This is an optimization exercise on Yosys and OpenROAD, whose aim is small area, not a production implementation.
Only simulation tests tie the RTL to the original design; equivalence was not proved.
The clock port is modelled as an ideal driver; clocking choices that lean on that would not hold on a real chip.
Power and IR drop assume default switching activity.

== the previous run ==
// irdata_core
module irdata_core (
    input  wire        clk,
    input  wire        rst,           
    input  wire        cmd_valid,
    input  wire [79:0] cmd_word,
    output reg         busy,
    input  wire [7:0]  cap_len,
    output wire [7:0]  cap_addr,
    input  wire [15:0] cap_data,
    output wire        em_valid,
    output wire        em_mark,       
    output reg  [15:0] em_dur,        
    input  wire        em_ready,
    output reg  [2:0]  res_status,
    output reg         res_kind,
    output wire [2:0]  res_ctype,
    output reg  [6:0]  res_bits,
    output reg  [63:0] res_value,
    output wire [7:0]  res_proto
);
For scale: roughly 150 flip-flops, ~0.0066 mm² of cells after synthesis.
==> flow/config.mk <==
export PLATFORM = sky130hd
export DESIGN_NAME = irdata_core
export DESIGN_NICKNAME = irdata_core
export VERILOG_FILES = /design/flow/design.v
export SDC_FILE = /design/flow/constraint.sdc
export NUM_CORES = 4
export LEC_CHECK = 0
export CAP_MARGIN = 0
export CORE_MARGIN = 2
export CORE_UTILIZATION = 40
export SLEW_MARGIN = 0
==> flow/constraint.sdc <==
create_clock -name core_clock -period 10.0 [get_ports {clk}]
set_input_delay 2.0000 -clock core_clock [delete_from_list [all_inputs] [get_ports {clk}]]
set_output_delay 2.0000 -clock core_clock [all_outputs]
set_load 0.01 [all_outputs]
standard.sh (not shown) runs the stock make flow with config.mk's settings and CLKGATE_MAP_FILE= SYNTH_SCRIPT=/design/flow/synth_recipe.tcl, a recipe that flattens the netlist after the stock synthesis.
==> flow/flow/run.sh <==
#!/bin/bash
# Layout with ORFS through the standard.sh: the standard synthesis, then
# the standard steps with
#  - buf_1 port buffers,
#  - combinational cells sized down to their smallest drive before the
#    post-placement repair (flow/downsize.tcl),
#  - a clock tree of a clkbuf_8 root and clkbuf_4 leaves without dummy loads,
#    where a leaf whose flip-flops would see a slow clock slew is upsized to
#    clkbuf_8 (flow/clkfix.tcl).
# Each make step writes its own log under orfs/logs/; the make output goes to
# synth.log and layout.log here.
set -euo pipefail
here=$PWD
export PRE_RESIZE_TCL=$here/flow/downsize.tcl
export POST_CTS_TCL=$here/flow/clkfix.tcl
export CLKFIX_LIMIT_PS=100
bash standard.sh synth > synth.log 2>&1
bash standard.sh \
  "BUFFER_PORTS_ARGS=-buffer_cell sky130_fd_sc_hd__buf_1" \
  "CTS_ARGS=-sink_clustering_enable -repair_clock_nets -dont_use_dummy_load -root_buf sky130_fd_sc_hd__clkbuf_8 -buf_list sky130_fd_sc_hd__clkbuf_4" \
  "PRE_RESIZE_TCL=$here/flow/downsize.tcl" \
  "POST_CTS_TCL=$here/flow/clkfix.tcl" \
  finish > layout.log 2>&1
==> flow/flow/clkfix.tcl <==
estimate_parasitics -placement
set n_up 0
foreach inst [[ord::get_db_block] getInsts] {
  set m [[$inst getMaster] getName]
  if {$m ne "sky130_fd_sc_hd__clkbuf_4"} { continue }
  set worst 0.0
  set out [get_pins [$inst getName]/X]
  set net [get_nets -of_objects $out]
  foreach p [get_pins -of_objects $net -filter "direction==input"] {
    set s [get_property $p slew_max]
    if {$s > $worst} { set worst $s }
  }
  puts "clkfix: [$inst getName] worst sink slew [format %.1f [expr {$worst*1e3}]] ps"
  if {$worst > $::env(CLKFIX_LIMIT_PS)*1e-3} {
    replace_cell [get_cells [$inst getName]] sky130_fd_sc_hd__clkbuf_8
    incr n_up
  }
}
puts "clkfix: upsized $n_up clock buffers"
if {$n_up > 0} {
  detailed_placement
  estimate_parasitics -placement
}
Other scripts of this flow, unchanged in this note and not shown: flow/flow/downsize.tcl
[inputs] the current run vs the previous run
--- a/flow/flow/run.sh
+++ b/flow/flow/run.sh
@@ -8,3 +8,5 @@
 #    where a leaf whose flip-flops would see a slow clock slew is upsized to
-#    clkbuf_8 (flow/clkfix.tcl).
+#    clkbuf_8 (flow/clkfix.tcl),
+#  - the buffers that placement and CTS repair inserted sized down as far as
+#    slew and capacitance limits allow (flow/bufdown.tcl).
 # Each make step writes its own log under orfs/logs/; the make output goes to
@@ -14,4 +16,4 @@
 export PRE_RESIZE_TCL=$here/flow/downsize.tcl
-export POST_CTS_TCL=$here/flow/clkfix.tcl
-export CLKFIX_LIMIT_PS=100
+export POST_CTS_TCL=$here/flow/postcts.tcl
+export CLKFIX_LIMIT_PS=118
 bash standard.sh synth > synth.log 2>&1
@@ -21,3 +23,3 @@
   "PRE_RESIZE_TCL=$here/flow/downsize.tcl" \
-  "POST_CTS_TCL=$here/flow/clkfix.tcl" \
+  "POST_CTS_TCL=$here/flow/postcts.tcl" \
   finish > layout.log 2>&1
==> flow/flow/bufdown.tcl (new file) <==
set_max_transition 1.2 [current_design]
estimate_parasitics -placement
set base_slew [sta::max_slew_violation_count]
set base_cap [sta::max_capacitance_violation_count]
set saved 0.0
foreach inst [[ord::get_db_block] getInsts] {
  set m [[$inst getMaster] getName]
  if {![regexp {^sky130_fd_sc_hd__buf_([0-9]+)$} $m -> drive]} { continue }
  if {$drive == 1} { continue }
  set cell [get_cells [$inst getName]]
  set orig_area [get_property [get_lib_cells $m] area]
  foreach d {2 4 6 8 12} {
    if {$d >= $drive} { break }
    replace_cell $cell sky130_fd_sc_hd__buf_$d
    estimate_parasitics -placement
    if {[sta::max_slew_violation_count] <= $base_slew && [sta::max_capacitance_violation_count] <= $base_cap} {
      set saved [expr {$saved + $orig_area - [get_property [get_lib_cells sky130_fd_sc_hd__buf_$d] area]}]
      puts "bufdown: [$inst getName] $m -> buf_$d"
      set m ""
      break
    }
  }
  if {$m ne ""} { replace_cell $cell $m }
}
set_max_transition 1.5 [current_design]
estimate_parasitics -placement
puts "bufdown: saved [format %.1f $saved] um2"
detailed_placement
estimate_parasitics -placement
==> flow/flow/postcts.tcl (new file) <==
# After CTS: upsize slow clock leaves, then size repair buffers down.
set here [file dirname [info script]]
source $here/clkfix.tcl
source $here/bufdown.tcl
--- a/flow/config.mk
+++ b/flow/config.mk
@@ -7,5 +7,5 @@
 export LEC_CHECK = 0
-export CAP_MARGIN = 0
+export CAP_MARGIN = 20
 export CORE_MARGIN = 2
-export CORE_UTILIZATION = 40
-export SLEW_MARGIN = 0
+export CORE_UTILIZATION = 55
+export SLEW_MARGIN = 20
Results
Compared with the previous run, the current run shows a fraction of area in non-clock buffers that is 0.20 points lower. Between the previous run and the current run, effective utilization at floorplan is higher for the current run, the previous run comes in under that. Part of the cycle the worst path needs: the current run higher than the previous run. Core area (the previous run / the current run): 1.4. The current run vs the previous run: cell area down by a few percent. Violation count after the first detailed-route iteration: the current run > the previous run. As far as count of clock-buffer cells in the layout is concerned, the previous run and the current run perform about the same. The current run consumes less power than the previous run does. The current run vs. the previous run: global-route usage over all layers now larger; area fraction of clock buffers and clock inverters now smaller; fraction of area in multi-input gates now larger.

[separate check: timing with driven ports]
The flow's constraints put no driver on any port. The routed layouts listed below were extracted and timed again, unchanged, in two steps.
Step 1 (the two cells are an assumption about what drives the block):
set clk [get_ports {clk}]
set_driving_cell -lib_cell sky130_fd_sc_hd__clkbuf_16 $clk
set_driving_cell -lib_cell sky130_fd_sc_hd__buf_2 [delete_from_list [all_inputs] $clk]
Step 2, shift: input delay + t, output delay - t, t = (earliest + latest rising clock arrival at the registers) / 2. This alone moves slack from input paths to output paths.
Slacks: ideal ports / drivers / drivers and shift; pairs: ideal ports / drivers.
| run | shift t [ns] | setup slack, ns | clock arrival spread, ns |
|---|---|---|---|
| the previous run | 0.450 | 4.941 / 4.906 / 5.356 | 0.032 / 0.032 |
| the current run | 0.455 | 4.524 / 4.487 / 4.942 | 0.035 / 0.035 |
After both steps every run listed still meets setup and hold.
